Source: an optimization exercise on an open RTL-to-GDS flow (aim: small area, a short achievable clock period and few clock cycles). Production flows keep margins and buffers that such runs may drop.
Where RTL was checked, it was by simulation tests only, not by an equivalence proof against the original.
Only the layout flow was run in runs 4 and 5; the RTL was not checked for function there.
Power figures rest on the tool's default switching activity, not on a simulated workload.

## flow/config.mk

```make
export PLATFORM = sky130hd
export DESIGN_NAME = ook_rx
export DESIGN_NICKNAME = ook_rx
export VERILOG_FILES = /design/flow/design.v
export SDC_FILE = /design/flow/constraint.sdc
export NUM_CORES = 4
export LEC_CHECK = 0
export CAP_MARGIN = 20
export CORE_MARGIN = 2
export CORE_UTILIZATION = 45
export PLACE_DENSITY = 0.65
export SLEW_MARGIN = 20
```

## flow/constraint.sdc

```tcl
create_clock -name core_clock -period 15.0 [get_ports {clk}]
set_input_delay 3.0000 -clock core_clock [delete_from_list [all_inputs] [get_ports {clk}]]
set_output_delay 3.0000 -clock core_clock [all_outputs]
set_load 0.01 [all_outputs]
```

## flow/design.v

```verilog
module ook_rx (
    input  wire          clk,
    input  wire          rst,
    input  wire          c_valid,
    output wire          c_ready,
    input  wire [17:0]   c_word,
    input  wire          f_pop,
    output wire          f_avail,
    output wire [6:0]    f_len,
    output wire [47:0]   f_payload,
    input  wire [2:0]    r_num,
    output reg  [31:0]   r_data
);
    localparam integer W       = 2;
    localparam integer G       = 300;
    localparam integer THR_NUM = 1;
    localparam integer THR_DEN = 20;
    localparam integer MINGAP  = 1;
    localparam integer PERIOD  = 2;
    localparam integer NMAX    = 96;
    localparam integer LMAX    = NMAX - W + 1;    
    localparam integer P   = 8;                   
    localparam integer SW  = 17;                  
    localparam integer NBV = 57;                  
    localparam integer K0    = 3;
    localparam integer K     = 3;
    localparam integer NC    = 5;           
    localparam integer NSTEP = K0 + K * NC;       
    localparam [1:0] OP_NOP = 2'd0, OP_SAMPLE = 2'd1, OP_LAST = 2'd2, OP_END = 2'd3;
    reg              busy;
    reg  [6:0]       cnt;        
    reg  [6:0]       lw;         
    reg  [15:0]      sreg;       
    reg  [23:0]      tsum;       
    reg  [3:0]       dcyc;       
    reg  [6:0]       rr;         
    reg              aligned;
    reg  [6:0]       acnt;       
    reg              sa;         
    reg  [3:0]       ga;
    reg  [6:0]       rema;       
    reg              sb;         
    reg  [3:0]       gb;
    reg  [P-1:0]     cr;         
    reg              tail;
    reg              mkp;        
    reg              lpar;       
    reg  [6:0]       uc;         
    reg  [6:0]       nb;         
    reg  [NBV-1:0]   bv;         
    reg  [2:0]       dofs;       
    reg  [2:0]       dropn;      
    reg              fq_valid;
    wire [1:0]  op   = c_word[17:16];
    wire [15:0] d    = c_word[15:0];
    wire        full = (cnt == NMAX);
    assign c_ready = (op == OP_NOP) || (!busy && (op == OP_END || !full));
    wire fire      = c_valid && c_ready;
    wire do_sample = fire && (op == OP_SAMPLE || op == OP_LAST);
    wire do_close  = fire && (op == OP_LAST || op == OP_END);
    wire do_sw     = do_sample && (cnt != 0);        
    wire [SW-1:0] s_new = sreg + d;
    wire [6:0]  lw_cl  = lw + (do_sw ? 7'd1 : 7'd0);   
    wire c_step10 = (lw == 7'd0) || (lw == 7'd12) || (lw == 7'd25) || (lw == 7'd38) ||
                    (lw == 7'd51) || (lw == 7'd64) || (lw == 7'd77) || (lw == 7'd90);
    wire [SW-1:0] head [0:P-1];
    wire          alg_step = busy && !aligned;
    genvar gj;
    generate
        for (gj = 0; gj < P; gj = gj + 1) begin : g_lane
            localparam integer DEP   = (LMAX - 1 - gj) / P + 1;
            localparam integer KLAST = (DEP - 1) * P + gj;
            reg  [SW-1:0] sl [0:DEP-1];
            wire en = (do_sw && lw[2:0] == gj) || sa ||
                      (alg_step && acnt <= KLAST);
            integer e;
            always @(posedge clk) begin
                if (en) begin
                    for (e = 0; e < DEP - 1; e = e + 1)
                        sl[e] <= sl[e+1];
                    sl[DEP-1] <= s_new;
                end
            end
            assign head[gj] = sl[0];
        end
    endgenerate
    function [7:0] dstep;             
        input [6:0] r;
        input       b;
        input [6:0] l;
        reg   [8:0] df;
        reg   [7:0] t;
        begin
            t  = {r, b};
            df = {1'b0, t} - {2'b0, l};
            dstep = df[8] ? {t[6:0], 1'b0} : {df[6:0], 1'b1};
        end
    endfunction
    reg [6:0]  d1_r;  reg [23:0] d1_q;
    reg [6:0]  dk_r;  reg [23:0] dk_q;
    reg [7:0]  dst;
    integer si;
    always @(*) begin
        d1_r = tsum >> NSTEP;
        d1_q = tsum << (24 - NSTEP);
        for (si = 0; si < K0; si = si + 1) begin
            dst  = dstep(d1_r, d1_q[23], lw);
            d1_r = dst[7:1];
            d1_q = {d1_q[22:0], dst[0]};
        end
        dk_r = rr;
        dk_q = tsum;
        for (si = 0; si < K; si = si + 1) begin
            dst  = dstep(dk_r, dk_q[23], lw);
            dk_r = dst[7:1];
            dk_q = {dk_q[22:0], dst[0]};
        end
    end
    wire [17:0] qt = tsum[17:0];
    wire [6:0] kba = {ga, 3'b000};
    function gtc;
        input [17:0] a;
        input [17:0] b;
        integer i;
        reg c;
        begin
            c = 1'b0;
            for (i = 0; i < 18; i = i + 1)
                c = (a[i] & ~b[i]) | ((a[i] | ~b[i]) & c);
            gtc = c;
        end
    endfunction
    reg  [P-1:0] cand;
    integer ja;
    always @(*)
        for (ja = 0; ja < P; ja = ja + 1)
            cand[ja] = gtc({1'b0, head[ja]}, qt) && (rema > ja);
    wire last_ga = (rema <= P);
    wire        t_clr    = sa && last_ga;
    wire [23:0] tsum_acc = (t_clr ? 24'd0 : tsum) + {7'd0, s_new} + (c_step10 ? 24'd10 : 24'd11);
    reg  [P-1:0] mk;
    reg          pv;           
    reg          lpe;          
    reg  [1:0]   ut;           
    reg  [5:0]   w;            
    reg          any;
    reg  [2:0]   olast;
    reg          pm;
    integer jb, ip;
    always @(*) begin
        pv    = mkp;
        lpe   = lpar;
        ut    = 2'b00;
        w     = 6'd0;
        any   = 1'b0;
        olast = 3'd0;
        for (ip = 0; ip < P / 2; ip = ip + 1) begin
            jb = 2 * ip;
            if (gb == 4'd0 && jb == 0)
                mk[jb] = 1'b1;               
            else
                mk[jb] = cr[jb] && !pv;
            if (mk[jb]) lpe = 1'b0;
            pv = mk[jb];
            jb = 2 * ip + 1;
            mk[jb] = cr[jb] && !pv;
            if (mk[jb] && !lpe) ut = {ut[0], 1'b1};
            if (mk[jb]) lpe = 1'b1;
            pv = mk[jb];
            pm = (mk[2*ip] && !(gb == 4'd0 && ip == 0)) || mk[2*ip+1];
            if (pm) begin
                any = 1'b1;
                case (ut)
                    2'b00: begin w[ip]     = 1'b1; olast = ip;     end
                    2'b01: begin w[ip + 1] = 1'b1; olast = ip + 1; end
                    default: begin w[ip + 2] = 1'b1; olast = ip + 2; end
                endcase
            end
        end
    end
    wire [6:0]  base1 = {1'b0, gb, 2'b00} + uc - {1'b0, dofs, 3'b000};    
    wire [12:0] wsh   = {7'd0, w} << base1[2:0];
    wire [3:0]  bci   = base1[6:3];
    reg  [63:0] bset;
    integer c;
    always @(*) begin
        bset = 64'd0;
        for (c = 0; c < 8; c = c + 1) begin
            if (bci == c)
                bset[8*c +: 8] = bset[8*c +: 8] | wsh[7:0];
            if (bci + 4'd1 == c)
                bset[8*c +: 8] = bset[8*c +: 8] | {3'b0, wsh[12:8]};
        end
    end
    reg  last_gb;
    wire [NBV-1:0] bv_nx = !sb ? bv : ((gb == 4'd0 ? {NBV{1'b0}} : bv) | bset[NBV-1:0]);
    wire [6:0]     nb_nx = (sb && any) ? base1 + {4'd0, olast} : nb;
    wire [7:0] hbyte  = bv[8:1];
    wire [2:0] len_e  = (hbyte[7:4] != 4'd0 || hbyte[3:1] == 3'd7) ? 3'd7 : hbyte[3:1];
    wire       hdr_ok = (nb >= 7'd8);
    wire       fr_ok  = ({1'b0, nb} >= {1'b0, len_e, 3'b000} + 8'd8);
    wire       p_act  = !fq_valid && dropn == 3'd0 && hdr_ok;
    wire       p_zero = p_act && (len_e == 3'd0);
    wire       p_emit = p_act && !p_zero && fr_ok;
    wire       p_drop = p_zero || dropn != 3'd0;
    wire       done   = tail && !p_drop && !p_emit && !fq_valid;
    always @(posedge clk) begin
        if (rst) begin
            busy     <= 1'b0;
            cnt      <= 7'd0;
            lw       <= 7'd0;
            tsum     <= 24'd0;
            dcyc     <= 4'd0;
            aligned  <= 1'b1;
            sa       <= 1'b0;
            sb       <= 1'b0;
            tail     <= 1'b0;
            fq_valid <= 1'b0;
            nb       <= 7'd0;
            dofs     <= 3'd0;
            dropn    <= 3'd0;
        end else begin
            if (p_emit)
                fq_valid <= 1'b1;
            if (f_pop && fq_valid) begin
                fq_valid <= 1'b0;
                dropn    <= len_e + 3'd1;
            end
            if (do_sample) begin
                sreg <= d;
                cnt  <= cnt + 7'd1;
            end
            if (do_sw) begin
                lw   <= lw + 7'd1;
                tsum <= tsum_acc;
            end
            if (do_close) begin
                if (lw_cl == 7'd0) begin
                    cnt  <= 7'd0;
                    lw   <= 7'd0;
                end else begin
                    busy    <= 1'b1;
                    dcyc    <= NC + 1;
                    aligned <= (lw_cl == LMAX);
                    acnt    <= lw_cl;
                end
            end
            if (busy && dcyc != 4'd0) begin
                if (dcyc == NC + 1) begin
                    rr   <= d1_r;
                    tsum <= d1_q;
                end else begin
                    rr   <= dk_r;
                    tsum <= dk_q;
                end
                dcyc <= dcyc - 4'd1;
            end
            if (alg_step) begin
                acnt <= acnt + P;
                if (acnt + P >= LMAX)
                    aligned <= 1'b1;
            end
            if (busy && !sa && !sb && !tail && dcyc == 4'd0 && aligned && !fq_valid) begin
                sa   <= 1'b1;
                ga   <= 4'd0;
                rema <= lw;
                if (lw <= 2 * P) begin
                    busy <= 1'b0;
                    cnt  <= 7'd0;
                    lw   <= 7'd0;
                end
            end
            if (sa) begin
                cr   <= cand;
                ga   <= ga + 4'd1;
                rema <= rema - P;
                if (rema > 2 * P && rema <= 3 * P) begin
                    busy <= 1'b0;
                    cnt  <= 7'd0;
                    lw   <= 7'd0;
                end
                if (last_ga) begin
                    sa   <= 1'b0;
                    if (!do_sw)
                        tsum <= 24'd0;
                end
            end
            sb <= sa;
            gb <= ga;
            last_gb <= last_ga;
            if (sb) begin
                mkp  <= mk[P-1];
                lpar <= lpe;
                uc   <= uc + {5'd0, ut[1], ut[0] & !ut[1]};
                if (last_gb)
                    tail <= 1'b1;
            end
            bv <= p_drop ? {8'd0, bv_nx[NBV-1:8]} : bv_nx;
            nb <= p_drop ? nb_nx - 7'd8 : nb_nx;
            if (p_drop) begin
                dofs <= dofs + 3'd1;
                if (dropn != 3'd0)
                    dropn <= dropn - 3'd1;
            end
            if (busy && !sa && !sb && !tail && dcyc == 4'd0 && aligned && !fq_valid) begin
                nb   <= 7'd0;         
                dofs <= 3'd0;
            end
            if (sa && ga == 4'd0) begin
                mkp  <= 1'b1;
                lpar <= 1'b0;
                uc   <= 7'd0;
            end
            if (done)
                tail <= 1'b0;
        end
    end
    reg [47:0] pay;
    integer fi;
    always @(*)
        for (fi = 0; fi < 6; fi = fi + 1)
            pay[8*fi +: 8] = (fi < len_e) ? bv[8*fi+9 +: 8] : 8'd0;
    assign f_avail   = fq_valid;
    assign f_len     = fq_valid ? {4'd0, len_e} : 7'd0;
    assign f_payload = fq_valid ? pay : 48'd0;
    wire [31:0] status = {10'd0, 17'd0, 1'b1, full, fq_valid, fq_valid, busy};
    always @(*) begin
        case (r_num)
            3'd0:    r_data = W;
            3'd1:    r_data = G;
            3'd2:    r_data = THR_NUM;
            3'd3:    r_data = THR_DEN;
            3'd4:    r_data = MINGAP;
            3'd5:    r_data = PERIOD;
            3'd6:    r_data = status;
            default: r_data = {25'd0, cnt};
        endcase
    end
endmodule
```

## flow/flow/run.sh

```bash
#!/bin/bash
# Standard layout, with timing repair aimed below the clock period: repair
# works until every path has SETUP_SLACK_MARGIN of slack, and ports get
# ordinary buffers instead of the delay cells buffer_ports picks by default.
set -euo pipefail
bash standard.sh \
  SETUP_SLACK_MARGIN=8.2 \
  "BUFFER_PORTS_ARGS=-buffer_cell sky130_fd_sc_hd__buf_4" \
  finish > standard.log 2>&1
```

## flow/standard.sh

```bash
#!/bin/bash
# synth_recipe.tcl (not shown) runs the flow's synth.tcl, then flattens the netlist and writes it again
# the make line also repeats each setting of config.mk as NAME=value (left out here)
make -C /OpenROAD-flow-scripts/flow DESIGN_CONFIG=/design/flow/config.mk WORK_HOME=/design/flow/orfs CLKGATE_MAP_FILE= SYNTH_SCRIPT=/design/flow/synth_recipe.tcl "${@:-finish}"
```

==> flow_summary.toml, run 1 <==
[outcome]
status = "timing/DRC/antenna clean"

[global_routing]
grt_max_degree = 155
grt_pass1_wl_mm = 172
antenna_found_initial = 5
grt-ovfl-total = 0
grt_pass1_vias = 29600
grt_usage_pct = 15.1

[clock_tree]
path_clk_slew_ns = 0.06
ctsHtreeMaxLevel = 4
clock-root-buffer = "clkbuf_16"
clockBufferDepth = 3
tritoncts = "yes"
clkLatencyLatePin_ns = 0.79
cts_buffers = 170
postCtsHoldBufs = 0
cts_sinks = 1794

[floorplanning]
fp.dieArea_mm2 = 0.149
fp-row-count = 140
die_y_um = 386
initial_core_util_pct = 45.2
die_w_um = 386
core_mm2 = 0.145
io_pins = 114

[detailed_routing]
met1_length_mm = 51.9
wl_met3_mm = 5.89
vias = 30600
wire_per_inst_um = 18.9
drt-initial-drc-count = 2894
drtPass1Iterations = 8
routed.top_layer = "met5"
wl_met2_mm = 52.0
drt_wl_total_mm = 113
drc = 0
ant_nets = 0
avgViaCountPerCell = 5.14

[worst_setup_path]
startpoint_type = "input pin"
cp.required_ns = 12.00
critical_path_class = "in -> out"
critical-path-max-stage-delay_ns = 0.20
crit_fanout = 11
worstReg2RegStart = "lw[1]$_SDFF_PP0_"
crit_path_top_delay_cell = "a22o_1"
crit_arrival_ns = 3.81
path_cells = "buf_4 > nor2b_1 > a22o_1 > a21o_1 > buf_4"
r2r-end = "rr[0]$_DFFE_PP_"
rrSetupSlack_ns = 8.54
end_kind = "output pin"
rr_worst_depth = 29
cpMostUsedCell = "buf_4"

[sta]
min_period_ns = 6.81
finalClockSkew_ns = 0.0380
whs_ns = 0.393
final_min_period_over_clock_period_pct = 45.4
rsz0062_at_grt = "yes"
setup_viol = 0
max_freq_mhz = 147
tns_ns = 0
maxSlewHeadroom_pct = 31.5
slew_viol_final = 0
hold_viol_final = 0
worst_pin_slew_ns = 1.03
worst_slack_ns = 8.19

[synth]
netlist_area_mm2 = 0.0657
async_reset_ff_share_pct = 0
yosysSeqAreaShare_pct = 81.1
synthCells = 3667
synth_top_area_cell = "edfxtp_1"
yosys_warnings = 9
synthDistinctLibCells = 97
synth_most_common_cell = "edfxtp_1"
synthTopCellsByCount = "edfxtp_1 (1733), nor2_1 (180), nand2_1 (162), inv_1 (142), ha_1 (139)"
synth_edf_count = 1733
synth-main-ff-cell = "edfxtp_1"
synth_seq_cells = 1794
synth_top_area_share_pct = 79.2
avgSynthCellArea_um2 = 17.9
synth_area_leaders = "edfxtp_1 (79%), ha_1 (2.6%), dfxtp_1 (1.9%)"

[pwr]
p_leak_nw = 24.9
swShare_pct = 23.0
power.density_mw_per_mm2 = 147
p_switching_mw = 2.54
vdd_drop_max_mv = 0.0918
pwr-share-clk_pct = 36.8
p_int_mw = 8.48
p_seq_share_pct = 53.2
power.total_mw = 11.0
combPwrFrac_pct = 10.0

[finish]
final_area_mm2 = 0.0749
layout-drive-gt1-share_pct = 13.3
area_growth_pct = 14.0
final_nets = 4087

[min_path]
min-delay-start = "g_lane[6].sl[5][14]$_DFFE_PP_"
min_path_cells = 0
hold-path-endpoint = "g_lane[6].sl[4][14]$_DFFE_PP_"
holdCritPathClass = "reg -> reg"

[placement]
pre_cts_ws_ns = 6.68
io_buffers = 85
gp_congestion = 0.855
place_area_mm2 = 0.0689
hpwl_mm = 68.4

[job]
cap_viol_max_count = 0
## cell type report
class | instances | area (µm²)
Antenna cell | 1 | 2.50
Clock buffer | 207 | 4450
Clock inverter | 101 | 898
Fill cell | 11500 | 70500
Inverter | 152 | 582
Multi-Input combinational cell | 1625 | 12000
Sequential cell | 1794 | 53300
Tap cell | 1917 | 2400
Timing Repair Buffer | 166 | 1340
## how the worst max path moves through the flow
| stage | start | slack (ns) | endpoint |
|---|---|---|---|
| finish | r_num[2] | 8.19 | r_data[2] |
| global route | c_word[0] | 8.11 | tsum[16]$_SDFF_PP0_ |
| CTS | r_num[2] | 8.20 | r_data[2] |
| detailed placement | c_word[0] | 6.68 | tsum[17]$_SDFF_PP0_ |
| global placement | c_word[0] | 6.73 | tsum[17]$_SDFF_PP0_ |
| floorplan | c_word[1] | 7.98 | tsum[17]$_SDFF_PP0_ |
## flip-flops by register name, summed over array words and instances, names as in the netlist, 3 cells and up, named ones only
signal     count
rr             7
nb             7
bv            53
cnt            7
cr             8
dofs           3
dropn          3
g_lane.sl   1615
gb             4
rema           7
tsum          24
sreg          16
uc             7
ga             4
dcyc           4
acnt           7
lw             7
## power by group through the flow
| stage | sequential [mW] | combinational, mW | clock [mW] |
|---|---|---|---|
| 2_1_floorplan | 5.92 | 0.760 | 0 |
| 3_3_place_gp | 5.96 | 1.02 | 0 |
| 3_5_place_dp | 5.97 | 1.04 | 0 |
| 4_1_cts | 5.86 | 1.09 | 4.16 |
| 5_1_grt | 5.88 | 1.22 | 4.36 |
| 6_report | 5.86 | 1.10 | 4.05 |
## per-stage QoR
stage	std cells	util [%]
after detailed placement	5622	47.4
final	5963	51.5
after floorplan	3694	-
after global routing	5962	51.5
after CTS	5946	51.3
after global placement	5621	47.4
## layer usage
metal  global-route usage (%)  up-vias
li1                         -    14500
met1                     21.2    15100
met4                     5.43        8
met2                     23.5      749
met5                        0        -
met3                     2.91      201
## kinds of logic after synthesis
logic type | count (synthesis) | synth area share [%]
compound gates | 561 | 5.91
buf+inv | 276 | 1.74
mux | 80 | 1.29
fa+ha+maj | 201 | 3.80
xor+xnor | 94 | 1.25
other cells | 1 | 0.00571
simple gates | 660 | 4.94
flops | 1794 | 81.1
## critical path, delay by kind of cell
kind | cells | cell delay [ns]
compound gates | 2 | 0.37
buf+inv | 2 | 0.29
simple gates | 1 | 0.16
## cells in the final DEF, fill, tap and decap left out, types with 22 or more instances in the layout
cell       count
nor2_1       174
ha_1         132
a31oi_1       28
mux2_2        29
xor2_1        27
buf_4        157
clkinv_2      33
mux2i_1       48
a21oi_1      113
nor2b_1       62
inv_1        138
dfxtp_1       55
clkbuf_1      34
and3_1        24
and2_1        52
nand2b_1      34
clkinv_1      47
nand2_1      161
edfxtp_1    1733
clkbuf_16    172
a222oi_1      22
a21o_1        38
nor3_1        31
o21ai_0       97
xnor2_1       59
maj3_1        48
nand3_1       42
a211oi_1      28
conb_1        28
## repair_timing
item                                    4_1_cts  5_1_grt
pin swaps                                    11       16
gates resized for setup                      34       37
setup buffers                                15       15
gates cloned                                  1        0
endpoints found under the setup margin       22      130
Testbench counts, summed over its fixed seeds: cycles 7,239.
==> inputs of run 2 (changes only) <==
--- a/flow/config.mk
+++ b/flow/config.mk
@@ -7,6 +7,6 @@
 export LEC_CHECK = 0
 export CAP_MARGIN = 20
 export CORE_MARGIN = 2
-export CORE_UTILIZATION = 45
-export PLACE_DENSITY = 0.65
+export CORE_UTILIZATION = 40
+export PLACE_DENSITY = 0.6
 export SLEW_MARGIN = 20
==> run 2 against run 1 <==
  * Critical endpoint unchanged
  * Highest routed layer unchanged
  * Worst setup slack improved by 0.062 ns
  * Critical path type unchanged
  * Clock-buffer cell count increased by 8
  * Routed wire length increased by 1.8%
  * Non-clock buffer count increased by 1
  * Utilization decreased by 5.3 points
  * Worst hold slack got worse by 0.0047 ns
  * Register-to-register slack improved by 0.04 ns
  * Clock power increased by 4%
  * First-iteration DRC count decreased by 6.8%
  * Sequential cell count unchanged
  * Sequential power about the same
  * Largest power group unchanged
  * Global-route usage decreased by 1.5 points
  * Largest cell class unchanged
==> flow_summary.toml, run 2 <==
[clock_tree]
clkLatencyLatePin_ns = 0.79
clockBufferDepth = 3
ctsHtreeMaxLevel = 4
clock-root-buffer = "clkbuf_16"
path_clk_slew_ns = 0.06
cts_sinks = 1794
cts_buffers = 172
tritoncts = "yes"

[sta]
finalClockSkew_ns = 0.0472
setup_viol = 0
final_min_period_over_clock_period_pct = 45.0
slew_viol_final = 0
hold_viol_final = 0
maxSlewHeadroom_pct = 20.9
max_freq_mhz = 148
min_period_ns = 6.75
rsz0062_at_grt = "yes"
tns_ns = 0
worst_pin_slew_ns = 1.19
worst_slack_ns = 8.25

[finish]
nFillCells = 13700
multiInputGateArea_mm2 = 0.0119
layout_common_cells = "edfxtp_1 (1733), clkbuf_16 (174), nor2_1 (173)"
diodes = 0
ff_latch_area_mm2 = 0.0533
final_common_cell = "edfxtp_1"
largestRegisters = "g_lane.sl (1615), bv (53), tsum (24)"
layout-drive-gt1-share_pct = 13.6
largest_register = "g_lane.sl"
area_growth_pct = 14.8
final_nets = 4090
largest_reg_flops = 1615

[placement]
pre_cts_ws_ns = 6.80
io_buffers = 85
gp_congestion = 0.820
hpwl_mm = 70.5

[detailed_routing]
avgViaCountPerCell = 4.97
drtPass1Iterations = 5
drt_wl_total_mm = 115
vias = 30900
ant_nets = 0
wire_per_inst_um = 18.4
drc = 0
drt-initial-drc-count = 2696

[worst_setup_path]
crit_path_top_delay_cell = "a22o_1"
cp.required_ns = 12.00
critical_path_class = "in -> out"
crit_buf_inv = 2
crit_arrival_ns = 3.75
startpoint_type = "input pin"
end_kind = "output pin"
crit_fanout = 11
path_delay_family = "compound AO/OA/AOI/OAI gates"
critical-path-max-stage-delay_ns = 0.19
path_cells = "buf_6 > nor2b_4 > a22o_1 > a21o_1 > buf_4"

[global_routing]
grt_pass1_vias = 30200
grt_usage_pct = 13.5
grt-ovfl-total = 0
grt_max_degree = 97
antenna_found_initial = 7
grt_pass1_wl_mm = 176

[synth]
yosys_warnings = 9
synth-simple-area-share_pct = 4.94
synth_seq_cells = 1794
yosysSeqAreaShare_pct = 81.1
netlist_area_mm2 = 0.0657
synthMuxAreaShare_pct = 1.29
synthTopCellsByCount = "edfxtp_1 (1733), nor2_1 (180), nand2_1 (162), inv_1 (142), ha_1 (139)"
synth_top_family_by_area = "compound AO/OA/AOI/OAI gates"
synthCells = 3667
avgSynthCellArea_um2 = 17.9
synth-main-ff-cell = "edfxtp_1"
synthAdderAreaFrac_pct = 3.80
synth_xor_area_share_pct = 1.25
synth-compound-area-share_pct = 5.91
synth_most_common_cell = "edfxtp_1"
synthDistinctLibCells = 97
synth_top_area_cell = "edfxtp_1"
async_reset_ff_share_pct = 0
synth_area_leaders = "edfxtp_1 (79%), ha_1 (2.6%), dfxtp_1 (1.9%)"
synth_edf_count = 1733
synth_top_area_share_pct = 79.2

[floorplanning]
core_mm2 = 0.163
fp-row-count = 148
io_pins = 114
die_y_um = 409
die_w_um = 409
initial_core_util_pct = 40.3
fp.dieArea_mm2 = 0.168

[min_path]
holdCritPathClass = "reg -> reg"

[pwr]
vdd_drop_max_mv = 0.0892
power.density_mw_per_mm2 = 148
p_leak_nw = 25.0

[outcome]
status = "timing/DRC/antenna clean"

[job]
cap_viol_max_count = 0
run 2: cell counts after synthesis:
Identical to the previous run, type by type.
run 2: what timing repair did:
item	CTS	global route
hold buffers	0	0
gates resized for setup	32	42
gates cloned	0	1
endpoints found under the setup margin	21	134
pin swaps	5	14
setup buffers	12	18
endpoints found under the hold margin	0	0
run 2: cell families (layout without fill, tap and decap cells):
family	after synthesis	after routing
muxes	80	81
xor gates and xnor gates	94	94
other	1	28
buffers and inverters	276	632
and+or+nand+nor	660	660
adders and majority gates	201	201
DFF	1794	1794
AOI/OAI and AO/OA	561	561
run 2: worst paths after layout:
path,slack (ns),from,cells after the start,to
hold reg to reg,0.39,g_lane[3].sl[2][16]$_DFFE_PP_,0,g_lane[3].sl[1][16]$_DFFE_PP_
hold / removal,0.39,g_lane[3].sl[2][16]$_DFFE_PP_,0,g_lane[3].sl[1][16]$_DFFE_PP_
setup reg to reg,8.58,lw[1]$_SDFF_PP0_,30,rr[0]$_DFFE_PP_
setup / recovery,8.25,r_num[2],5,r_data[2]
run 2: where the power goes:
part | switching (mW) | internal [mW]
registers | 0.103 | 5.76
clock network | 1.79 | 2.43
logic | 0.652 | 0.451
run 2: per-stage QoR:
step,hold WS (ns),total power [mW],instance area [µm²],instances,utilization (%)
4_1_cts,0.376,11.3,75100,6207,46.1
6_report,0.388,11.2,75400,6226,46.3
2_1_floorplan,0.400,6.68,66000,3694,-
5_1_grt,0.397,11.6,75400,6226,46.3
3_3_place_gp,0.400,6.98,69200,5882,42.5
3_5_place_dp,0.405,7.01,69200,5882,42.5
run 2: layout make-up:
cell class,instances,share of cell area (%)
well taps,2175,3.61
clock buffers,215,5.99
multi-input cells,1625,15.8
flip-flops and latches,1794,70.6
repair buffers,167,1.69
inverters,152,0.771
clock inverters,98,1.46
run 2: layer usage:
| layer | vias to the layer above | global-route usage (%) | part of all wire [%] |
|---|---|---|---|
| li1 | 14600 | - | - |
| met1 | 15400 | 18.9 | 47 |
| met2 | 745 | 20.9 | 46 |
| met3 | 238 | 2.99 | 5.2 |
| met4 | 10 | 4.94 | 2.6 |
| met5 | - | 0 | 0.052 |
==> inputs of run 3 (changes only) <==
--- a/flow/config.mk
+++ b/flow/config.mk
@@ -8,5 +8,8 @@
 export CAP_MARGIN = 20
 export CORE_MARGIN = 2
 export CORE_UTILIZATION = 40
+export CTS_BUF_LIST = sky130_fd_sc_hd__clkbuf_16
+export CTS_CLUSTER_DIAMETER = 80
+export CTS_CLUSTER_SIZE = 30
 export PLACE_DENSITY = 0.6
 export SLEW_MARGIN = 20
==> run 3 against run 2 <==
  * Still clean
  * Synthesized area did not move
  * Synthesized cell count did not move
  * Sequential share of layout area rose by 3.1 points
  * Fmax fell by 0.91%
  * Clock skew fell by 0.013 ns
  * Worst hold slack improved by 0.020 ns
  * Via count fell by 2.1%
  * Sequential cell count did not move
  * Clock power fell by 42%
  * First-iteration DRC count rose by 1.2%
  * Critical path type unchanged
  * Largest cell class unchanged
  * Largest power group unchanged
==> flow_summary.toml, run 3 <==
[detailed_routing]
drt-initial-drc-count = 2728
wire_per_inst_um = 18.7
ant_nets = 0
avgViaCountPerCell = 5.02
vias = 30300
drt_wl_total_mm = 113
drtPass1Iterations = 6
drc = 0

[floorplanning]
die_y_um = 409
fp.dieArea_mm2 = 0.168
fp-row-count = 148
initial_core_util_pct = 40.3
die_w_um = 409
core_mm2 = 0.163
io_pins = 114

[worst_setup_path]
critical-path-max-stage-delay_ns = 0.21
rr_worst_depth = 29
rrSetupSlack_ns = 8.63
cp.required_ns = 12.00
crit_arrival_ns = 3.81
r2r-end = "rr[0]$_DFFE_PP_"
path_delay_family = "simple AND/OR/NAND/NOR gates"
end_kind = "output pin"
path_cells = "buf_4 > nor2b_2 > nor2b_2 > a31o_2 > buf_4"
crit_fanout = 13
crit_path_top_delay_cell = "a31o_2"
worstReg2RegStart = "lw[1]$_SDFF_PP0_"
crit_buf_inv = 2
critical_path_class = "in -> out"
startpoint_type = "input pin"

[synth]
yosysSeqAreaShare_pct = 81.1
yosys_warnings = 9
synth_most_common_cell = "edfxtp_1"
synth_top_area_cell = "edfxtp_1"
synth-main-ff-cell = "edfxtp_1"
synthCells = 3667
synthDistinctLibCells = 97
netlist_area_mm2 = 0.0657
synth_edf_count = 1733
synthTopCellsByCount = "edfxtp_1 (1733), nor2_1 (180), nand2_1 (162), inv_1 (142), ha_1 (139)"
synth_seq_cells = 1794
async_reset_ff_share_pct = 0
synth_top_area_share_pct = 79.2
avgSynthCellArea_um2 = 17.9
synth_area_leaders = "edfxtp_1 (79%), ha_1 (2.6%), dfxtp_1 (1.9%)"

[min_path]
min_path_cells = 0
hold-path-endpoint = "g_lane[0].sl[6][14]$_DFFE_PP_"
min-delay-start = "g_lane[0].sl[7][14]$_DFFE_PP_"
holdCritPathClass = "reg -> reg"

[sta]
hold_viol_final = 0
rsz0062_at_grt = "yes"
min_period_ns = 6.81
tns_ns = 0
slew_viol_final = 0
max_freq_mhz = 147
worst_pin_slew_ns = 1.10
finalClockSkew_ns = 0.0344
maxSlewHeadroom_pct = 27.0
setup_viol = 0
final_min_period_over_clock_period_pct = 45.4

[global_routing]
grt_max_degree = 97
grt_usage_pct = 13.1
antenna_found_initial = 7
grt_pass1_wl_mm = 172
grt_pass1_vias = 29100
grt-ovfl-total = 0

[finish]
ff_latch_area_mm2 = 0.0533
layout_common_cells = "edfxtp_1 (1733), nor2_1 (174), buf_4 (172)"
largest_reg_flops = 1615
diodes = 0
nFillCells = 14000
final_nets = 4003
largest_register = "g_lane.sl"
final_common_cell = "edfxtp_1"
multiInputGateArea_mm2 = 0.0120
layout-drive-gt1-share_pct = 11.1
largestRegisters = "g_lane.sl (1615), bv (53), tsum (24)"
area_growth_pct = 9.92

[placement]
gp_congestion = 0.820
hpwl_mm = 70.5
io_buffers = 85

[pwr]
vdd_drop_max_mv = 0.0745
power.density_mw_per_mm2 = 130
p_leak_nw = 23.4
power.total_mw = 9.41

[clock_tree]
postCtsHoldBufs = 0
clockBufferDepth = 3
tritoncts = "yes"
path_clk_slew_ns = 0.11
clock-root-buffer = "clkbuf_16"
cts_buffers = 76
clkLatencyLatePin_ns = 0.72
ctsHtreeMaxLevel = 3
cts_sinks = 1794

[job]
cap_viol_max_count = 0

[outcome]
status = "timing/DRC/antenna clean"
==> run 3: cell counts after synthesis <==
Identical to the previous run, type by type.
==> run 3: stage by stage <==
step | area (µm²) | std cells | setup slack, ns | util, % | hold WS (ns)
after floorplan | 66000 | 3694 | 7.98 | - | 0.400
after global placement | 69200 | 5882 | 6.82 | 42.5 | 0.400
after detailed placement | 69200 | 5882 | 6.80 | 42.5 | 0.405
after CTS | 71800 | 6003 | 8.19 | 44.1 | 0.414
after global routing | 72200 | 6029 | 8.14 | 44.3 | 0.420
final | 72200 | 6029 | 8.19 | 44.3 | 0.408
==> run 3: report_power, final <==
part / internal, mW / switching [mW]
combinational: 0.453 / 0.653
sequential: 5.75 / 0.103
clock: 0.975 / 1.47
total: 7.18 / 2.23
==> run 3: worst max path at each step <==
stage / from / end / slack (ns) / depth (start not counted)
floorplan: c_word[1] / tsum[17]$_SDFF_PP0_ / 7.98 / 21
global placement: c_word[0] / tsum[23]$_SDFF_PP0_ / 6.82 / 24
detailed placement: c_word[0] / tsum[23]$_SDFF_PP0_ / 6.80 / 24
CTS: r_num[2] / r_data[2] / 8.19 / 5
global route: c_word[0] / tsum[16]$_SDFF_PP0_ / 8.14 / 23
finish: r_num[0] / r_data[3] / 8.19 / 5
==> run 3: repair_timing <==
action,4_1_cts,5_1_grt
pin swaps,9,18
gates cloned,1,0
resized for setup,37,46
setup endpoints to repair,21,194
setup buffers,13,26
==> run 3: routing by layer <==
layer	vias up	wire length [µm]	global-route usage [%]
li1	14300	-	-
met1	15200	53400	18.9
met2	685	51200	20.5
met3	157	5510	1.99
met4	8	2580	4.18
met5	-	46	0
==> run 3: area by class of cell <==
cell class / count / area share, %
clock buffers: 76 / 2.63
clock inverters: 31 / 0.532
inverters: 152 / 0.805
multi-input cells: 1625 / 16.6
flip-flops and latches: 1794 / 73.8
well taps: 2175 / 3.77
repair buffers: 176 / 1.85
==> run 3: cell families (layout without fill, tap and decap cells) <==
group	count (synthesis)	after routing	share of synthesized area [%]
buf+inv	276	435	1.74
compound gates	561	561	5.91
simple gates	660	660	4.94
fa+ha+maj	201	201	3.80
other cells	1	28	0.00571
flops	1794	1794	81.1
xor+xnor	94	94	1.25
mux	80	81	1.29
==> inputs of run 4 (changes only) <==
--- a/flow/design.v
+++ b/flow/design.v
@@ -324,16 +324,10 @@
     assign f_len     = fq_valid ? {4'd0, len_e} : 7'd0;
     assign f_payload = fq_valid ? pay : 48'd0;
     wire [31:0] status = {10'd0, 17'd0, 1'b1, full, fq_valid, fq_valid, busy};
+    reg  [31:0] rd_lo, rd_hi;
     always @(*) begin
-        case (r_num)
-            3'd0:    r_data = W;
-            3'd1:    r_data = G;
-            3'd2:    r_data = THR_NUM;
-            3'd3:    r_data = THR_DEN;
-            3'd4:    r_data = MINGAP;
-            3'd5:    r_data = PERIOD;
-            3'd6:    r_data = status;
-            default: r_data = {25'd0, cnt};
-        endcase
+        rd_lo  = r_num[1] ? (r_num[0] ? THR_DEN : THR_NUM) : (r_num[0] ? G : W);
+        rd_hi  = r_num[1] ? (r_num[0] ? {25'd0, cnt} : status) : (r_num[0] ? PERIOD : MINGAP);
+        r_data = r_num[2] ? rd_hi : rd_lo;
     end
 endmodule
--- a/flow/flow/run.sh
+++ b/flow/flow/run.sh
@@ -4,6 +4,6 @@
 # ordinary buffers instead of the delay cells buffer_ports picks by default.
 set -euo pipefail
 bash standard.sh \
-  SETUP_SLACK_MARGIN=8.2 \
+  SETUP_SLACK_MARGIN=8.6 \
   "BUFFER_PORTS_ARGS=-buffer_cell sky130_fd_sc_hd__buf_4" \
   finish > standard.log 2>&1
==> run 4 against run 3 <==
  * The layout now fails its checks (max-capacitance violations, max-slew violations)
  * Critical path depth up 21
  * Total power up 3.3%
  * Die area down 0.23%
  * Sequential share of layout area down 1.3 points
  * Synthesized area down 0.23%
  * Routed wire length up 2.5%
  * Worst setup slack worse by 0.069 ns
  * Critical endpoint is now tsum[18]$_SDFF_PP0_
  * Highest routed layer unchanged
==> flow_summary.toml, run 4 <==
[outcome]
status = "failed layout checks"
failed_checks = "max-capacitance violations, max-slew violations"

[sta]
maxSlewHeadroom_pct = -13.1
setup_viol = 0
tns_ns = 0
rsz0062_at_grt = "yes"
slew_viol_final = 3
worst_slack_ns = 8.12
finalClockSkew_ns = 0.0437
hold_viol_final = 0
min_period_ns = 6.88
final_min_period_over_clock_period_pct = 45.9
worst_pin_slew_ns = 1.68
max_freq_mhz = 145

[pwr]
power.density_mw_per_mm2 = 132
power.total_mw = 9.72
p_leak_nw = 23.9
p_switching_mw = 2.34
p_int_mw = 7.37
vdd_drop_max_mv = 0.0896
p_seq_share_pct = 60.2
swShare_pct = 24.1
combPwrFrac_pct = 12.2
pwr-share-clk_pct = 27.6

[floorplanning]
initial_core_util_pct = 40.3
fp.dieArea_mm2 = 0.167
fp-row-count = 148
io_pins = 114
die_y_um = 409
die_w_um = 409
core_mm2 = 0.163

[synth]
netlist_area_mm2 = 0.0656
synthDistinctLibCells = 81
synth_most_common_cell = "edfxtp_1"
synthTopCellsByCount = "edfxtp_1 (1733), nor2_1 (180), a21oi_1 (169), nand2_1 (147), ha_1 (139)"
yosysSeqAreaShare_pct = 81.2
synth_top_area_cell = "edfxtp_1"
synthCells = 3660
synth_area_leaders = "edfxtp_1 (79%), ha_1 (2.7%), dfxtp_1 (1.9%)"
yosys_warnings = 9
synth-main-ff-cell = "edfxtp_1"
avgSynthCellArea_um2 = 17.9
async_reset_ff_share_pct = 0
synth_seq_cells = 1794
synth_top_area_share_pct = 79.4
synth_edf_count = 1733

[finish]
final_common_cell = "edfxtp_1"
largest_register = "g_lane.sl"
layout_common_cells = "edfxtp_1 (1733), buf_4 (209), nor2_1 (170)"
multiInputGateArea_mm2 = 0.0123
largest_reg_flops = 1615
nFillCells = 13800
largestRegisters = "g_lane.sl (1615), bv (53), tsum (24)"
area_growth_pct = 12.2
ff_latch_area_mm2 = 0.0533
diodes = 0
layout-drive-gt1-share_pct = 14.1
final_nets = 4052

[global_routing]
grt-ovfl-total = 0
grt_pass1_wl_mm = 173
grt_usage_pct = 13.2
antenna_found_initial = 6
grt_pass1_vias = 29200
grt_max_degree = 159

[clock_tree]
clock-root-buffer = "clkbuf_16"
cts_sinks = 1794
path_clk_slew_ns = 0.10
cts_buffers = 81
clockBufferDepth = 3
tritoncts = "yes"
ctsHtreeMaxLevel = 3
clkLatencyLatePin_ns = 0.73

[detailed_routing]
avgViaCountPerCell = 4.99
drtPass1Iterations = 7
vias = 30400
drt-initial-drc-count = 3149
drt_wl_total_mm = 115
ant_nets = 0
wire_per_inst_um = 18.9
drc = 0

[worst_setup_path]
cp.required_ns = 15.63
end_kind = "flip-flop"
crit_arrival_ns = 7.51
critical_path_class = "in -> reg"
startpoint_type = "input pin"
crit_fanout = 4

[job]
cap_viol_max_count = 1

[placement]
hpwl_mm = 69.5
pre_cts_ws_ns = 5.73
io_buffers = 85
gp_congestion = 0.825

[min_path]
holdCritPathClass = "reg -> reg"
[run 4: cell count changes after synthesis, sizes merged, moves of 7 or more]
| cell | before | now |
|---|---|---|
| a2111oi | 3 | 12 |
| maj3 | 48 | 62 |
| a22o | 12 | 5 |
| a22oi | 18 | 26 |
| mux2 | 30 | 16 |
| nand2 | 162 | 147 |
| o21ai | 112 | 93 |
| a222oi | 22 | 13 |
| clkbuf | 84 | 97 |
| a21oi | 128 | 169 |
[run 4: per-stage QoR]
stage               util, %  cells  area [µm²]  hold WS [ns]
CTS                    44.8   6060       72900         0.391
finish                 45.2   6096       73600         0.394
global placement       42.4   5874       68900         0.400
global route           45.2   6096       73600         0.398
detailed placement     42.4   5874       69000         0.405
floorplan                 -   3687       65700         0.400
[run 4: logic make-up after synthesis]
kind of cell / count (synthesis) / synth area share [%]
DFF: 1794 / 81.2
and+or+nand+nor: 631 / 4.70
AOI/OAI and AO/OA: 581 / 5.91
buffers and inverters: 279 / 1.82
adders and majority gates: 215 / 4.04
xor gates and xnor gates: 95 / 1.27
muxes: 64 / 1.01
other: 1 / 0.00572
[run 4: repair_timing]
item,in CTS,in global routing
setup endpoints to repair,95,328
resized for setup,137,77
endpoints found under the hold margin,0,0
hold buffers,0,0
buffers inserted,54,31
gates cloned,2,4
pin swaps,70,74
[run 4: worst max-delay path, cell delays in order]
cell and delay [ns]:
buf_8 0.10, ha_4 0.16, fa_2 0.39, a21o_1 0.20
a21oi_2 0.17, o21bai_1 0.11, a21oi_2 0.17, o21bai_2 0.12
a21oi_2 0.19, nor2b_2 0.08, o21a_2 0.24, nor2_4 0.14
xnor2_4 0.14, ha_4 0.23, ha_4 0.22, and3_4 0.17
and3_4 0.15, a211oi_4 0.19, o21ai_4 0.10, o31ai_4 0.25
o21ai_2 0.11, a311oi_2 0.31, nor2b_2 0.10, mux2i_1 0.15
o22ai_1 0.10, a211oi_1 0.20
[run 4: path summary, 6_finish.rpt]
check        cells past startpoint                           end  slack, ns                          from
max                             26           tsum[18]$_SDFF_PP0_       8.12                     c_word[0]
min                              0  g_lane[5].sl[5][2]$_DFFE_PP_       0.39  g_lane[5].sl[6][2]$_DFFE_PP_
max reg2reg                     31               rr[0]$_DFFE_PP_       8.84              lw[1]$_SDFF_PP0_
min reg2reg                      0  g_lane[5].sl[5][2]$_DFFE_PP_       0.39  g_lane[5].sl[6][2]$_DFFE_PP_
[run 4: metal layers]
metal / track usage, % / wire length, µm
met5: 0 / 41
met4: 3.98 / 2550
met3: 2.02 / 5910
met2: 20.5 / 53000
met1: 19.3 / 54000
[run 4: power by group through the flow]
stage                     registers [mW]  clock network (mW)  logic [mW]
final                               5.85                2.68        1.18
after global routing                5.87                2.95        1.29
after CTS                           5.85                2.80        1.10
after detailed placement            5.97                   0        1.02
after global placement              5.96                   0       0.992
after floorplan                     5.95                   0       0.735
[run 4: final cells by class]
| type | count | share of cell area (%) |
|---|---|---|
| Clock buffer | 82 | 2.79 |
| Sequential cell | 1794 | 72.4 |
| Tap cell | 2175 | 3.70 |
| Timing Repair Buffer | 236 | 2.70 |
| Inverter | 145 | 0.769 |
| Multi-Input combinational cell | 1616 | 16.7 |
| Clock inverter | 48 | 0.906 |
==> inputs of run 5 (changes only) <==
--- a/flow/design.v
+++ b/flow/design.v
@@ -324,10 +324,17 @@
     assign f_len     = fq_valid ? {4'd0, len_e} : 7'd0;
     assign f_payload = fq_valid ? pay : 48'd0;
     wire [31:0] status = {10'd0, 17'd0, 1'b1, full, fq_valid, fq_valid, busy};
-    reg  [31:0] rd_lo, rd_hi;
+    wire r2 = r_num[2], r1 = r_num[1], r0 = r_num[0];
+    wire hi = r2 & r1;                        
     always @(*) begin
-        rd_lo  = r_num[1] ? (r_num[0] ? THR_DEN : THR_NUM) : (r_num[0] ? G : W);
-        rd_hi  = r_num[1] ? (r_num[0] ? {25'd0, cnt} : status) : (r_num[0] ? PERIOD : MINGAP);
-        r_data = r_num[2] ? rd_hi : rd_lo;
+        r_data = 32'd0;
+        r_data[0] = (~r0 & (r2 ^ r1))  | (hi & (r0 ? cnt[0] : busy));
+        r_data[1] = (~r1 & ~(r2 ^ r0)) | (hi & (r0 ? cnt[1] : fq_valid));
+        r_data[2] = (~r2 & r0)         | (hi & (r0 ? cnt[2] : fq_valid));
+        r_data[3] = (~r2 & ~r1 & r0)   | (hi & (r0 ? cnt[3] : full));
+        r_data[4] = (r1 & (r2 ^ r0))   | (hi & r0 & cnt[4]);
+        r_data[5] = (~r2 & ~r1 & r0)   | (hi & r0 & cnt[5]);
+        r_data[6] =                      (hi & r0 & cnt[6]);
+        r_data[8] = (~r2 & ~r1 & r0);
     end
 endmodule
==> run 5 against run 4 <==
  * Cell area down 0.17%
  * Utilization down 0.18 points
  * The run now finishes clean
  * Synthesized cell count up 0.79%
  * Global-route usage up 0.41 points
  * Worst hold slack better by 0.0031 ns
  * Synthesized area up 0.46%
  * Highest routed layer unchanged
  * Critical path type unchanged
==> flow_summary.toml, run 5 <==
[outcome]
status = "timing/DRC/antenna clean"

[floorplanning]
initial_core_util_pct = 40.4
fp.dieArea_mm2 = 0.168
die_w_um = 410
fp-row-count = 148
die_y_um = 410
io_pins = 114
core_mm2 = 0.163

[worst_setup_path]
crit_arrival_ns = 7.54
end_kind = "flip-flop"
crit_fanout = 3
critical_path_class = "in -> reg"
cp.required_ns = 15.60
startpoint_type = "input pin"

[synth]
synthTopCellsByCount = "edfxtp_1 (1733), nor2_1 (181), nand2_1 (158), inv_1 (145), ha_1 (142)"
async_reset_ff_share_pct = 0
synth_area_leaders = "edfxtp_1 (79%), ha_1 (2.7%), dfxtp_1 (1.9%)"
synth_top_area_share_pct = 79.0
synthCells = 3689
yosys_warnings = 9
synth_edf_count = 1733
synth_most_common_cell = "edfxtp_1"
synthDistinctLibCells = 94
netlist_area_mm2 = 0.0659
synth-main-ff-cell = "edfxtp_1"
avgSynthCellArea_um2 = 17.9
synth_seq_cells = 1794
yosysSeqAreaShare_pct = 80.9
synth_top_area_cell = "edfxtp_1"

[sta]
setup_viol = 0
worst_pin_slew_ns = 1.19
rsz0062_at_grt = "yes"
slew_viol_final = 0
tns_ns = 0
hold_viol_final = 0
min_period_ns = 6.94
final_min_period_over_clock_period_pct = 46.2
finalClockSkew_ns = 0.0359
max_freq_mhz = 144
whs_ns = 0.397
maxSlewHeadroom_pct = 20.6
worst_slack_ns = 8.06

[detailed_routing]
ant_nets = 0
wire_per_inst_um = 19.3
drc = 0
drt_wl_total_mm = 118
drt-initial-drc-count = 2926
vias = 30800
avgViaCountPerCell = 5.05
drtPass1Iterations = 6

[finish]
largest_reg_flops = 1615
largest_register = "g_lane.sl"
layout-drive-gt1-share_pct = 12.9
fin_util_pct = 45.0
area_growth_pct = 11.5
layout_common_cells = "edfxtp_1 (1733), buf_4 (188), nor2_1 (170)"
largestRegisters = "g_lane.sl (1615), bv (53), tsum (24)"
final_area_mm2 = 0.0735
final_nets = 4062
final_common_cell = "edfxtp_1"

[placement]
pre_cts_ws_ns = 6.70
place_area_mm2 = 0.0696
hpwl_mm = 72.5
gp_congestion = 0.847
io_buffers = 85

[global_routing]
grt_pass1_wl_mm = 177
grt_pass1_vias = 29600
grt-ovfl-total = 0
grt_max_degree = 158
grt_usage_pct = 13.6
antenna_found_initial = 5

[clock_tree]
cts_buffers = 80
cts_sinks = 1794
clock-root-buffer = "clkbuf_16"
clockBufferDepth = 3
clkLatencyLatePin_ns = 0.72
path_clk_slew_ns = 0.10
ctsHtreeMaxLevel = 3
postCtsHoldBufs = 0
tritoncts = "yes"

[pwr]
p_leak_nw = 23.9
vdd_drop_max_mv = 0.0780
power.density_mw_per_mm2 = 130

[job]
cap_viol_max_count = 0

[min_path]
holdCritPathClass = "reg -> reg"
-- run 5: worst paths after layout --
check                                      from                             to  slack (ns)  cells past startpoint
hold / removal    g_lane[4].sl[6][13]$_DFFE_PP_  g_lane[4].sl[5][13]$_DFFE_PP_        0.40                      0
setup / recovery                      c_word[0]            tsum[19]$_SDFF_PP0_        8.06                     25
setup reg to reg            tsum[23]$_SDFF_PP0_                rr[1]$_DFFE_PP_        8.60                     29
hold reg to reg   g_lane[4].sl[6][13]$_DFFE_PP_  g_lane[4].sl[5][13]$_DFFE_PP_        0.40                      0
-- run 5: routing by layer --
metal,up-vias,routed length [µm],global-route usage (%)
met4,8,2380,3.90
li1,14500,-,-
met3,130,5860,2.14
met5,-,45,0
met1,15500,55600,20.0
met2,663,53700,21.2
-- run 5: report_power, final --
group	internal, mW	switching [mW]	total, mW
Combinational	0.420	0.644	1.06
Sequential	5.76	0.116	5.88
Clock	1.10	1.54	2.64
Total	7.28	2.30	9.58
-- run 5: through the flow --
step / std cells / power [mW]
floorplan: 3716 / 6.66
global placement: 5896 / 6.97
detailed placement: 5896 / 7.00
CTS: 6062 / 9.67
global route: 6098 / 9.98
finish: 6099 / 9.58
-- run 5: final cells by class --
type | count | area, µm²
Tap cell | 2175 | 2720
Sequential cell | 1794 | 53300
Clock inverter | 42 | 587
Clock buffer | 82 | 2050
Antenna cell | 1 | 2.50
Fill cell | 13800 | 89700
Multi-Input combinational cell | 1636 | 12400
Timing Repair Buffer | 214 | 1790
Inverter | 155 | 614
-- run 5: cells by family after synthesis --
| family | Yosys count | share of synthesized area (%) |
|---|---|---|
| muxes | 66 | 1.05 |
| xor gates and xnor gates | 97 | 1.29 |
| adders and majority gates | 194 | 3.71 |
| and+or+nand+nor | 688 | 5.16 |
| DFF | 1794 | 80.9 |
| buffers and inverters | 286 | 1.79 |
| other | 1 | 0.00569 |
| AOI/OAI and AO/OA | 563 | 6.12 |
-- run 5: critical path, stage by stage --
cell	delay, ns
buf_8	0.10
ha_4	0.15
fa_2	0.34
a21o_1	0.17
a21oi_2	0.16
o21bai_1	0.09
a21oi_2	0.15
nor2_1	0.05
o21a_1	0.19
o31a_4	0.39
o41ai_4	0.41
o211a_4	0.24
xnor2_4	0.13
ha_4	0.23
ha_4	0.22
a21o_1	0.17
a21o_1	0.19
a21oi_2	0.16
nor2_1	0.07
nor2_2	0.13
o41a_1	0.28
buf_4	0.16
nor2_2	0.03
xor2_1	0.14
a211oi_1	0.18
-- run 5: repair_timing --
item | CTS | global route
setup buffers | 41 | 35
endpoints found under the setup margin | 31 | 159
cloned | 1 | 0
gates resized for setup | 77 | 44
pin swaps | 39 | 33
==> inputs of run 6 (changes only) <==
--- a/flow/design.v
+++ b/flow/design.v
@@ -324,17 +324,22 @@
     assign f_len     = fq_valid ? {4'd0, len_e} : 7'd0;
     assign f_payload = fq_valid ? pay : 48'd0;
     wire [31:0] status = {10'd0, 17'd0, 1'b1, full, fq_valid, fq_valid, busy};
-    wire r2 = r_num[2], r1 = r_num[1], r0 = r_num[0];
-    wire hi = r2 & r1;                        
+    wire [7:0] rs;
+    genvar gr;
+    generate
+        for (gr = 0; gr < 8; gr = gr + 1) begin : g_rs
+            assign rs[gr] = (r_num == gr);
+        end
+    endgenerate
     always @(*) begin
         r_data = 32'd0;
-        r_data[0] = (~r0 & (r2 ^ r1))  | (hi & (r0 ? cnt[0] : busy));
-        r_data[1] = (~r1 & ~(r2 ^ r0)) | (hi & (r0 ? cnt[1] : fq_valid));
-        r_data[2] = (~r2 & r0)         | (hi & (r0 ? cnt[2] : fq_valid));
-        r_data[3] = (~r2 & ~r1 & r0)   | (hi & (r0 ? cnt[3] : full));
-        r_data[4] = (r1 & (r2 ^ r0))   | (hi & r0 & cnt[4]);
-        r_data[5] = (~r2 & ~r1 & r0)   | (hi & r0 & cnt[5]);
-        r_data[6] =                      (hi & r0 & cnt[6]);
-        r_data[8] = (~r2 & ~r1 & r0);
+        r_data[0] = rs[2] | rs[4] | (rs[6] & busy)     | (rs[7] & cnt[0]);
+        r_data[1] = rs[0] | rs[5] | (rs[6] & fq_valid) | (rs[7] & cnt[1]);
+        r_data[2] = rs[1] | rs[3] | (rs[6] & fq_valid) | (rs[7] & cnt[2]);
+        r_data[3] = rs[1] |         (rs[6] & full)     | (rs[7] & cnt[3]);
+        r_data[4] = rs[3] | rs[6] |                      (rs[7] & cnt[4]);
+        r_data[5] = rs[1] |                              (rs[7] & cnt[5]);
+        r_data[6] =                                      (rs[7] & cnt[6]);
+        r_data[8] = rs[1];
     end
 endmodule
--- a/flow/flow/run.sh
+++ b/flow/flow/run.sh
@@ -4,6 +4,6 @@
 # ordinary buffers instead of the delay cells buffer_ports picks by default.
 set -euo pipefail
 bash standard.sh \
-  SETUP_SLACK_MARGIN=8.6 \
+  SETUP_SLACK_MARGIN=8.2 \
   "BUFFER_PORTS_ARGS=-buffer_cell sky130_fd_sc_hd__buf_4" \
   finish > standard.log 2>&1
==> run 6 against run 5 <==
  * Still clean on timing, DRC and antenna
  * Worst hold slack improved by 0.0093 ns
  * Clock-buffer cell count down 5
  * First-iteration DRC count rose by 2.6%
  * Critical path depth shrank 19
  * Synthesized area is 0.78% lower
  * Total power shrank 2.4%
  * Via count fell by 2.4%
  * Global-route usage is 0.21 points lower
  * Cell count is 1.8% lower
  * Largest cell class unchanged
  * Largest power group unchanged
  * Highest routed layer unchanged
==> flow_summary.toml, run 6 <==
[synth]
synth-compound-area-share_pct = 5.94
synth_area_leaders = "edfxtp_1 (80%), ha_1 (2.6%), dfxtp_1 (1.9%)"
synthAdderAreaFrac_pct = 3.73
avgSynthCellArea_um2 = 18.1
yosys_warnings = 9
synthMuxAreaShare_pct = 1.13
synth-main-ff-cell = "edfxtp_1"
synth-simple-area-share_pct = 4.72
synthDistinctLibCells = 86
yosysSeqAreaShare_pct = 81.5
async_reset_ff_share_pct = 0
synth_seq_cells = 1794
synth_top_area_share_pct = 79.6
synth_top_family_by_area = "compound AO/OA/AOI/OAI gates"
synth_most_common_cell = "edfxtp_1"
netlist_area_mm2 = 0.0653
synth_top_area_cell = "edfxtp_1"
synthTopCellsByCount = "edfxtp_1 (1733), nor2_1 (173), nand2_1 (151), inv_1 (140), ha_1 (138)"
synthCells = 3616
synth_edf_count = 1733
synth_xor_area_share_pct = 1.26

[detailed_routing]
wire_per_inst_um = 19.1
drt-initial-drc-count = 3002
drt_wl_total_mm = 115
vias = 30100
drc = 0
ant_nets = 0
avgViaCountPerCell = 5.02
drtPass1Iterations = 6

[pwr]
combPwrFrac_pct = 11.2
p_switching_mw = 2.20
swShare_pct = 23.5
p_int_mw = 7.15
pwr-share-clk_pct = 26.1
p_seq_share_pct = 62.7
power.density_mw_per_mm2 = 130
vdd_drop_max_mv = 0.102
p_leak_nw = 23.3

[worst_setup_path]
crit_fanout = 14
path_depth = 6
critical-path-max-stage-delay_ns = 0.22
end_kind = "output pin"
path_delay_family = "compound AO/OA/AOI/OAI gates"
critical_path_class = "in -> out"
crit_arrival_ns = 3.74
rr_worst_depth = 30
cp.required_ns = 12.00
path_cells = "buf_6 > nor2b_4 > a22o_1 > nand2_1 > o31ai_1 > buf_4"
crit_path_top_delay_cell = "a22o_1"
crit_buf_inv = 2
startpoint_type = "input pin"

[finish]
nFillCells = 14000
largest_register = "g_lane.sl"
layout-drive-gt1-share_pct = 11.0
multiInputGateArea_mm2 = 0.0118
final_common_cell = "edfxtp_1"
ff_latch_area_mm2 = 0.0533
final_area_mm2 = 0.0720
layout_common_cells = "edfxtp_1 (1733), buf_4 (169), nor2_1 (167)"
final_nets = 3955
stdcell_count = 5987
area_growth_pct = 10.2
fin_util_pct = 44.3
largest_reg_flops = 1615
largestRegisters = "g_lane.sl (1615), bv (53), tsum (24)"

[clock_tree]
clkLatencyLatePin_ns = 0.72
cts_buffers = 75
cts_sinks = 1794
path_clk_slew_ns = 0.10
ctsHtreeMaxLevel = 3
clock-root-buffer = "clkbuf_16"
postCtsHoldBufs = 0
tritoncts = "yes"
clockBufferDepth = 3

[floorplanning]
fp-row-count = 148
io_pins = 114
die_y_um = 408
fp.dieArea_mm2 = 0.167
initial_core_util_pct = 40.2
die_w_um = 408
core_mm2 = 0.163

[job]
cap_viol_max_count = 0

[global_routing]
grt_pass1_wl_mm = 173
grt-ovfl-total = 0
use_met3_pct = 1.99
grt_max_degree = 157
grt_use_met2_pct = 21.3
grtUsageMet1_pct = 19.1
grt_usage_pct = 13.4
busiest_layer = "met2"
grt_pass1_vias = 29100
antenna_found_initial = 9

[sta]
final_min_period_over_clock_period_pct = 44.9
maxSlewHeadroom_pct = 23.6
setup_viol = 0
worst_pin_slew_ns = 1.14
min_period_ns = 6.74
rsz0062_at_grt = "yes"
slew_viol_final = 0
max_freq_mhz = 148
hold_viol_final = 0
tns_ns = 0
finalClockSkew_ns = 0.0322

[placement]
place_inst = 5832
place_area_mm2 = 0.0690
gp_congestion = 0.834
io_buffers = 85
hpwl_mm = 69.6

[min_path]
holdCritPathClass = "reg -> reg"
min_path_cells = 0

[outcome]
status = "timing/DRC/antenna clean"
-- run 6: changes by cell type in the layout (fill, tap and decap cells not counted), moves of 9 or more --
cell / previous run / this run
and2_1: 61 / 44
buf_6: 15 / 5
o211ai_1: 20 / 11
o21ai_0: 56 / 75
and3_1: 28 / 19
nor3_1: 47 / 26
mux2i_1: 40 / 49
nand2b_1: 44 / 34
buf_4: 188 / 169
a222oi_1: 11 / 24
-- run 6: cell type report --
class / count / area share [%]
multi-input combinational: 1579 / 16.3
clock inverter: 33 / 0.454
antenna: 1 / 0.00348
timing repair inverter: 1 / 0.00695
sequential: 1794 / 74.0
clock buffer: 77 / 2.68
timing repair buffer: 179 / 1.97
tap: 2175 / 3.78
inverter: 148 / 0.794
-- run 6: kinds of logic (layout without fill, tap and decap cells) --
logic type	Yosys count	in the layout
and+or+nand+nor	630	630
AOI/OAI and AO/OA	561	562
xor gates and xnor gates	94	94
adders and majority gates	194	194
DFF	1794	1794
buffers and inverters	271	438
other	1	29
muxes	71	71
-- run 6: stage by stage --
| stage | setup slack (ns) | hold slack, ns | power, mW |
|---|---|---|---|
| 5_1_grt | 8.13 | 0.408 | 9.74 |
| 2_1_floorplan | 8.16 | 0.400 | 6.64 |
| 6_report | 8.26 | 0.407 | 9.35 |
| 3_5_place_dp | 6.78 | 0.405 | 6.99 |
| 3_3_place_gp | 6.86 | 0.400 | 6.95 |
| 4_1_cts | 8.15 | 0.403 | 9.44 |
-- run 6: final timing paths --
kind	from	slack, ns	to
max	r_num[1]	8.26	r_data[1]
min	g_lane[2].sl[8][2]$_DFFE_PP_	0.41	g_lane[2].sl[7][2]$_DFFE_PP_
max reg2reg	tsum[23]$_SDFF_PP0_	8.48	rr[5]$_DFFE_PP_
min reg2reg	g_lane[2].sl[8][2]$_DFFE_PP_	0.41	g_lane[2].sl[7][2]$_DFFE_PP_
-- run 6: what timing repair did --
action | in CTS | in global routing
pin swaps | 9 | 31
gates cloned | 1 | 2
buffers inserted | 17 | 24
endpoints found under the setup margin | 91 | 682
gates resized for setup | 29 | 45
-- run 6: metal layers --
layer,up-vias,part of all wire [%],routed length (µm)
met3,165,5.4,6160
li1,14200,-,-
met4,10,2.5,2860
met5,-,0.043,49
met2,682,46,53200
met1,15100,46,52400
-- run 6: power by group through the flow --
stage / sequential, mW / combinational (mW) / clock (mW)
floorplan: 5.93 / 0.715 / 0
global placement: 5.97 / 0.979 / 0
detailed placement: 5.98 / 1.00 / 0
CTS: 5.87 / 1.03 / 2.55
global route: 5.89 / 1.16 / 2.70
finish: 5.86 / 1.05 / 2.44
Testbench counts of run 6, summed over its fixed seeds: cycles 7,239.
==> inputs of run 7 (changes only) <==
--- a/flow/flow/run.sh
+++ b/flow/flow/run.sh
@@ -4,6 +4,6 @@
 # ordinary buffers instead of the delay cells buffer_ports picks by default.
 set -euo pipefail
 bash standard.sh \
-  SETUP_SLACK_MARGIN=8.2 \
+  SETUP_SLACK_MARGIN=8.8 \
   "BUFFER_PORTS_ARGS=-buffer_cell sky130_fd_sc_hd__buf_4" \
   finish > standard.log 2>&1
==> run 7 against run 6 <==
  * Worst hold slack worse by 0.0015 ns
  * Cell area is 1.4% higher
  * Routed wire length is 0.33% lower
  * Clock skew is 0.0011 ns higher
  * Largest power group unchanged
  * Global-route usage hardly changed
  * Clock power is 2% lower
  * Clock-buffer cell count is 1 lower
  * Still clean
  * Total power is 0.18% higher
  * Sequential cell count stayed put
==> flow_summary.toml, run 7 <==
[detailed_routing]
avgViaCountPerCell = 5.03
drtPass1Iterations = 9
wire_per_inst_um = 19.0
drt_wl_total_mm = 114
wl_met3_mm = 6.09
vias = 30300
drc = 0
met1_length_mm = 52.8
drt-initial-drc-count = 2715
wl_met2_mm = 51.9
ant_nets = 0
routed.top_layer = "met5"

[global_routing]
grt-ovfl-total = 0
grt_usage_pct = 13.4
grt_max_degree = 162
grt_pass1_vias = 29300
antenna_found_initial = 11
grt_pass1_wl_mm = 174

[synth]
netlist_area_mm2 = 0.0653
synthCells = 3616
synth_area_leaders = "edfxtp_1 (80%), ha_1 (2.6%), dfxtp_1 (1.9%)"
synth_seq_cells = 1794
avgSynthCellArea_um2 = 18.1
yosys_warnings = 9
synth_edf_count = 1733
synth_top_area_share_pct = 79.6
yosysSeqAreaShare_pct = 81.5
synthDistinctLibCells = 86
synthTopCellsByCount = "edfxtp_1 (1733), nor2_1 (173), nand2_1 (151), inv_1 (140), ha_1 (138)"
async_reset_ff_share_pct = 0
synth-main-ff-cell = "edfxtp_1"
synth_top_area_cell = "edfxtp_1"
synth_most_common_cell = "edfxtp_1"

[floorplanning]
die_w_um = 408
core_mm2 = 0.163
initial_core_util_pct = 40.2
fp.dieArea_mm2 = 0.167
die_y_um = 408
io_pins = 114
fp-row-count = 148

[clock_tree]
postCtsHoldBufs = 0
path_clk_slew_ns = 0.12
cts_buffers = 73
clkLatencyLatePin_ns = 0.71
cts_sinks = 1794
clockBufferDepth = 3
clock-root-buffer = "clkbuf_16"
tritoncts = "yes"
ctsHtreeMaxLevel = 3

[finish]
largest_register = "g_lane.sl"
final_common_cell = "edfxtp_1"
layout-drive-gt1-share_pct = 13.9
multiInputGateArea_mm2 = 0.0123
final_nets = 3999
area_growth_pct = 11.7
largest_reg_flops = 1615
layout_common_cells = "edfxtp_1 (1733), buf_4 (193), nor2_1 (162)"
largestRegisters = "g_lane.sl (1615), bv (53), tsum (24)"
final_area_mm2 = 0.0730
nFillCells = 14000
ff_latch_area_mm2 = 0.0533

[worst_setup_path]
end_kind = "output pin"
crit_path_top_delay_cell = "a22o_1"
path_cells = "buf_12 > nor2b_4 > a22o_1 > nand2_2 > o31ai_4 > buf_4"
crit_fanout = 6
rr_worst_depth = 31
critical-path-max-stage-delay_ns = 0.21
critical_path_class = "in -> out"
crit_buf_inv = 2
startpoint_type = "input pin"
path_delay_family = "compound AO/OA/AOI/OAI gates"
path_depth = 6
cp.required_ns = 12.00
crit_arrival_ns = 3.73

[sta]
min_period_ns = 6.73
slew_viol_final = 0
rsz0062_at_grt = "yes"
setup_viol = 0
final_min_period_over_clock_period_pct = 44.9
maxSlewHeadroom_pct = 27.1
max_freq_mhz = 149
hold_viol_final = 0
worst_pin_slew_ns = 1.07
tns_ns = 0
finalClockSkew_ns = 0.0333

[job]
cap_viol_max_count = 0

[placement]
gp_congestion = 0.837
hpwl_mm = 70.2
place_area_mm2 = 0.0692
io_buffers = 85

[pwr]
vdd_drop_max_mv = 0.0895
p_leak_nw = 23.6
power.density_mw_per_mm2 = 128

[min_path]
min_path_cells = 0
holdCritPathClass = "reg -> reg"

[outcome]
status = "timing/DRC/antenna clean"
-- run 7: cell counts after synthesis --
Identical to the previous run, type by type.
-- run 7: cell type report --
| cell class | instances | area share [%] |
|---|---|---|
| clock buffers | 76 | 2.61 |
| inverters | 148 | 0.799 |
| multi-input cells | 1579 | 16.9 |
| clock inverters | 16 | 0.341 |
| diodes | 1 | 0.00343 |
| repair buffers | 225 | 2.61 |
| repair inverters | 1 | 0.00686 |
| flip-flops and latches | 1794 | 73.0 |
| well taps | 2175 | 3.73 |
-- run 7: final timing paths --
kind | from | slack, ns | end
max reg2reg | tsum[23]$_SDFF_PP0_ | 9.01 | rr[5]$_DFFE_PP_
min reg2reg | g_lane[6].sl[1][6]$_DFFE_PP_ | 0.41 | g_lane[6].sl[0][6]$_DFFE_PP_
max | r_num[1] | 8.27 | r_data[1]
min | g_lane[6].sl[1][6]$_DFFE_PP_ | 0.41 | g_lane[6].sl[0][6]$_DFFE_PP_
-- run 7: cells by family after synthesis --
family / Yosys count / share of synthesized area [%]
AO/OA/AOI/OAI: 561 / 5.94
XOR/XNOR: 94 / 1.26
adder cells (fa/ha/maj): 194 / 3.73
buffers and inverters: 271 / 1.72
flip-flops: 1794 / 81.5
multiplexers: 71 / 1.13
other: 1 / 0.00574
AND/OR/NAND/NOR: 630 / 4.72
-- run 7: routing by layer --
| metal | global-route usage (%) | up-vias |
|---|---|---|
| li1 | - | 14200 |
| met1 | 19.0 | 15200 |
| met2 | 20.7 | 646 |
| met3 | 2.45 | 171 |
| met4 | 4.91 | 12 |
| met5 | 0 | - |
-- run 7: timing repair --
item,4_1_cts,5_1_grt
setup endpoints to repair,714,258
cloned,3,0
endpoints found under the hold margin,0,0
resized for setup,101,81
buffers inserted,55,35
pin swaps,70,82
-- run 7: worst reg2reg max path, delay by kind of cell (launching register included) --
kind,cells,cell delay [ns]
simple gates,4,0.43
buf+inv,4,0.34
fa+ha+maj,4,1.16
compound gates,17,2.72
flops,1,0.38
mux,2,0.65
-- run 7: metrics by stage --
step	util, %	setup WS, ns	hold slack [ns]	std cells	power (mW)
2_1_floorplan	-	8.17	0.400	3643	6.65
3_3_place_gp	42.5	6.86	0.400	5828	6.95
3_5_place_dp	42.5	6.92	0.405	5828	6.98
4_1_cts	44.5	8.27	0.412	5978	9.43
5_1_grt	44.9	8.23	0.412	6015	9.75
6_report	44.9	8.27	0.405	6015	9.36
-- run 7: where the power goes --
part / total [mW] / internal (mW) / leakage, nW / switching, mW
combinational: 1.11 / 0.469 / 6.34 / 0.645
clock: 2.39 / 0.976 / 1.05 / 1.41
sequential: 5.86 / 5.76 / 16.2 / 0.104
total: 9.36 / 7.20 / 23.6 / 2.16

[what the ideal ports hide]
The flow's constraints put no driver on any port. The routed layouts listed below were extracted and timed again, unchanged, in two steps. Step 1: set_driving_cell puts a clkbuf_16 on clk and a buf_2 on each other input, an assumption about the parent block. Step 2, shift: input delay + t, output delay - t, t = (earliest + latest rising clock arrival at the registers) / 2. This alone moves slack from input paths to output paths. Three values: ideal ports, drivers, drivers and shift; two values: the first two.
run	t, ns	setup slack, ns
run 1	0.849	8.189 / 8.166 / 7.511
run 2	0.852	8.250 / 8.218 / 7.460
run 3	0.782	8.189 / 8.160 / 7.648
run 4	0.779	8.120 / 8.154 / 7.375
run 5	0.778	8.063 / 8.104 / 7.326
run 6	0.776	8.260 / 8.227 / 7.561
run 7	0.770	8.271 / 8.220 / 7.668
